What follows belongs to an exercise in optimizing a design on an open flow for small area, a short achievable clock period and few clock cycles per item; a production flow would make more cautious choices. Where RTL was checked, it was by simulation tests only, not by an equivalence proof against the original. No activity file was given, so power comes from the tool's default toggle rates.

Setup of the baseline:
## ymodem_rx_unit
module ymodem_rx_unit (
    input  wire        clk,
    input  wire        rst,           
    input  wire        cmd_valid,
    output wire        cmd_ready,
    input  wire [15:0] cmd,
    output reg         res_valid,
    output reg  [1:0]  res_st,        
    output reg  [31:0] res_val,
    output reg  [1:0]  res_tx_n,      
    output wire [7:0]  res_tx0,
    output reg  [7:0]  res_tx1,
    output reg  [1:0]  res_ev_n,      
    output reg  [2:0]  res_ev0,
    output reg  [2:0]  res_ev1,
    output wire [3:0]  res_ev_code,   
    output reg         res_pay        
);
For scale: roughly 140 flip-flops, about 86 I/O pins, roughly 6300 µm² of cells after synthesis.
clock: 4.0 ns
lec_check: 0
cap_margin: 20
core_margin: 2
core_utilization: 40
slew_margin: 20
buffer_ports_args: -buffer_cell sky130_fd_sc_hd__buf_2
abc_clock_period_in_ps: 2000
setup_slack_margin: 2.25
cts_args: -sink_clustering_enable -repair_clock_nets -root_buf sky130_fd_sc_hd__clkbuf_16 -buf_list {sky130_fd_sc_hd__clkbuf_8} -dont_use_dummy_load
abc_area: 1
standard.sh (not shown) runs the stock make flow with config.mk's settings and CLKGATE_MAP_FILE= SYNTH_SCRIPT=/design/flow/synth_recipe.tcl, a recipe that flattens the netlist after the stock synthesis.
==> flow/flow/run.sh <==
#!/bin/bash
# The standard layout (standard.sh), with two changes:
#  - the extra ORFS settings of flow/extra.mk are appended to config.mk;
#  - synthesis is the standard flow's synthesis script with ABC's mapping script replaced
#    by flow/abc_area.script (an area-oriented mapping); only the combinational
#    mapping changes, the registers are those of the standard synthesis.
set -o pipefail
cat flow/extra.mk >> config.mk
{
  head -n 1 synth_recipe.tcl
  cat <<EOT
proc abc {args} {
  set i [lsearch -exact \$args -script]
  if {\$i >= 0} { lset args [expr {\$i + 1}] $PWD/flow/abc_area.script }
  yosys abc {*}\$args
}
EOT
  tail -n +2 synth_recipe.tcl
} > flow_synth.tcl
sed "s|SYNTH_SCRIPT=[^ ]*|SYNTH_SCRIPT=$PWD/flow_synth.tcl|" standard.sh > flow_standard.sh
bash flow_standard.sh > standard.log 2>&1
==> flow/flow/abc_area.script <==
strash
&get -n
&st
&dch
&nf -a
&put
buffer -c
topo
stime -c
upsize -c
dnsize -c
==> flow/flow/extra.mk <==
export BUFFER_PORTS_ARGS = -buffer_cell sky130_fd_sc_hd__buf_2
export DONT_USE_CELLS += sky130_fd_sc_hd__or4_1 sky130_fd_sc_hd__or4_2 sky130_fd_sc_hd__or4_4 sky130_fd_sc_hd__or4b_1 sky130_fd_sc_hd__or4b_2 sky130_fd_sc_hd__or4b_4 sky130_fd_sc_hd__or4bb_1 sky130_fd_sc_hd__or4bb_2 sky130_fd_sc_hd__or4bb_4 sky130_fd_sc_hd__nor4_1 sky130_fd_sc_hd__nor4_2 sky130_fd_sc_hd__nor4_4 sky130_fd_sc_hd__nor4b_1 sky130_fd_sc_hd__nor4b_2 sky130_fd_sc_hd__nor4b_4 sky130_fd_sc_hd__nor4bb_1 sky130_fd_sc_hd__nor4bb_2 sky130_fd_sc_hd__nor4bb_4 sky130_fd_sc_hd__or3_1 sky130_fd_sc_hd__or3_2 sky130_fd_sc_hd__or3_4 sky130_fd_sc_hd__or3b_1 sky130_fd_sc_hd__or3b_2 sky130_fd_sc_hd__or3b_4 sky130_fd_sc_hd__a2111oi_0 sky130_fd_sc_hd__a2111oi_1 sky130_fd_sc_hd__a2111oi_2 sky130_fd_sc_hd__a2111oi_4 sky130_fd_sc_hd__a2111o_1 sky130_fd_sc_hd__a2111o_2 sky130_fd_sc_hd__a2111o_4 sky130_fd_sc_hd__clkdlybuf4s50_1 sky130_fd_sc_hd__clkdlybuf4s50_2
export ABC_CLOCK_PERIOD_IN_PS = 2000
export SETUP_SLACK_MARGIN = 2.25
export CTS_ARGS = -sink_clustering_enable -repair_clock_nets -root_buf sky130_fd_sc_hd__clkbuf_16 -buf_list {sky130_fd_sc_hd__clkbuf_8} -dont_use_dummy_load
export ABC_AREA = 1
Setup changes, the baseline to the candidate
--- a/flow/design.v
+++ b/flow/design.v
@@ -200,17 +200,24 @@
                 rx_canc <= 2'd0;
             else if (can_lead)
                 rx_canc <= rx_canc + 2'd1;
             if (e_start | acc)
                 rx_retry <= 3'd0;
             else if (nak)
                 rx_retry <= rx_retry + 3'd1;
-            rx_err <= ({4{nak_fail}}  & 4'd6) | ({4{nak_purge}} & nak_reason)
-                    | ({4{can_fail}}  & 4'd7) | ({4{abort}}     & 4'd8)
-                    | ({4{~(e_start | acc | nak | can_fail | abort)}} & rx_err);
+            if (e_start | acc)
+                rx_err <= 4'd0;
+            else if (nak_fail)
+                rx_err <= 4'd6;
+            else if (nak_purge)
+                rx_err <= nak_reason;
+            else if (can_fail)
+                rx_err <= 4'd7;
+            else if (abort)
+                rx_err <= 4'd8;
         end
         if (rxb) begin
             if (ph[SEQ])
                 rx_crc[7:0] <= imm;
             if (ph[CMP]) begin
                 rx_crc  <= 16'd0;
                 rx_cnt  <= 10'd0;
Results
- When the candidate is set beside the baseline, its actual slew at the worst max-slew pin turns out to be 39 ps smaller.
- | clock skew | lower: the baseline |
- Share of total power in combinational logic delta for the candidate relative to the baseline: 0.3 points lower
- Overall power of the completed layout across the candidate and the baseline: no real change.
- Looking at global-route wire length before repair, the candidate sits 1300 µm lower than the baseline does.
- Total number of multi-input combinational cells (the candidate over the baseline): decrease, 0.85%
- Re worst setup slack: the candidate and the baseline aren't equal, and the higher value belongs to the candidate.
Testbench counts of the candidate, summed over its fixed seeds: cycles 41,589, commands 41,581.
Function not checked in the baseline: the RTL went through the layout flow alone.

afterwards: timing with drivers on the ports:
No port has a modelled driver above. Below, the same layouts with a new extraction and two added sets of constraints. Step 1: set_driving_cell puts a clkbuf_16 on clk and a buf_2 on each other input, an assumption about the parent block. Step 2, shift: input delay + t, output delay - t, t = (earliest + latest rising clock arrival at the registers) / 2. This alone moves slack from input paths to output paths. a / b / c = ideal ports / drivers / drivers and shift; a / b = the first two.
run	t, ns	setup WS [ns]	worst data-port slew with drivers (ns)
the baseline	0.400	2.272 / 2.252 / 1.986	0.03
the candidate	0.394	2.295 / 2.256 / 1.933	0.03
After both steps every run listed still meets setup and hold. For the candidate, which loses most, drivers alone change the setup slack by -0.039 ns; drivers and shift together by -0.362 ns.
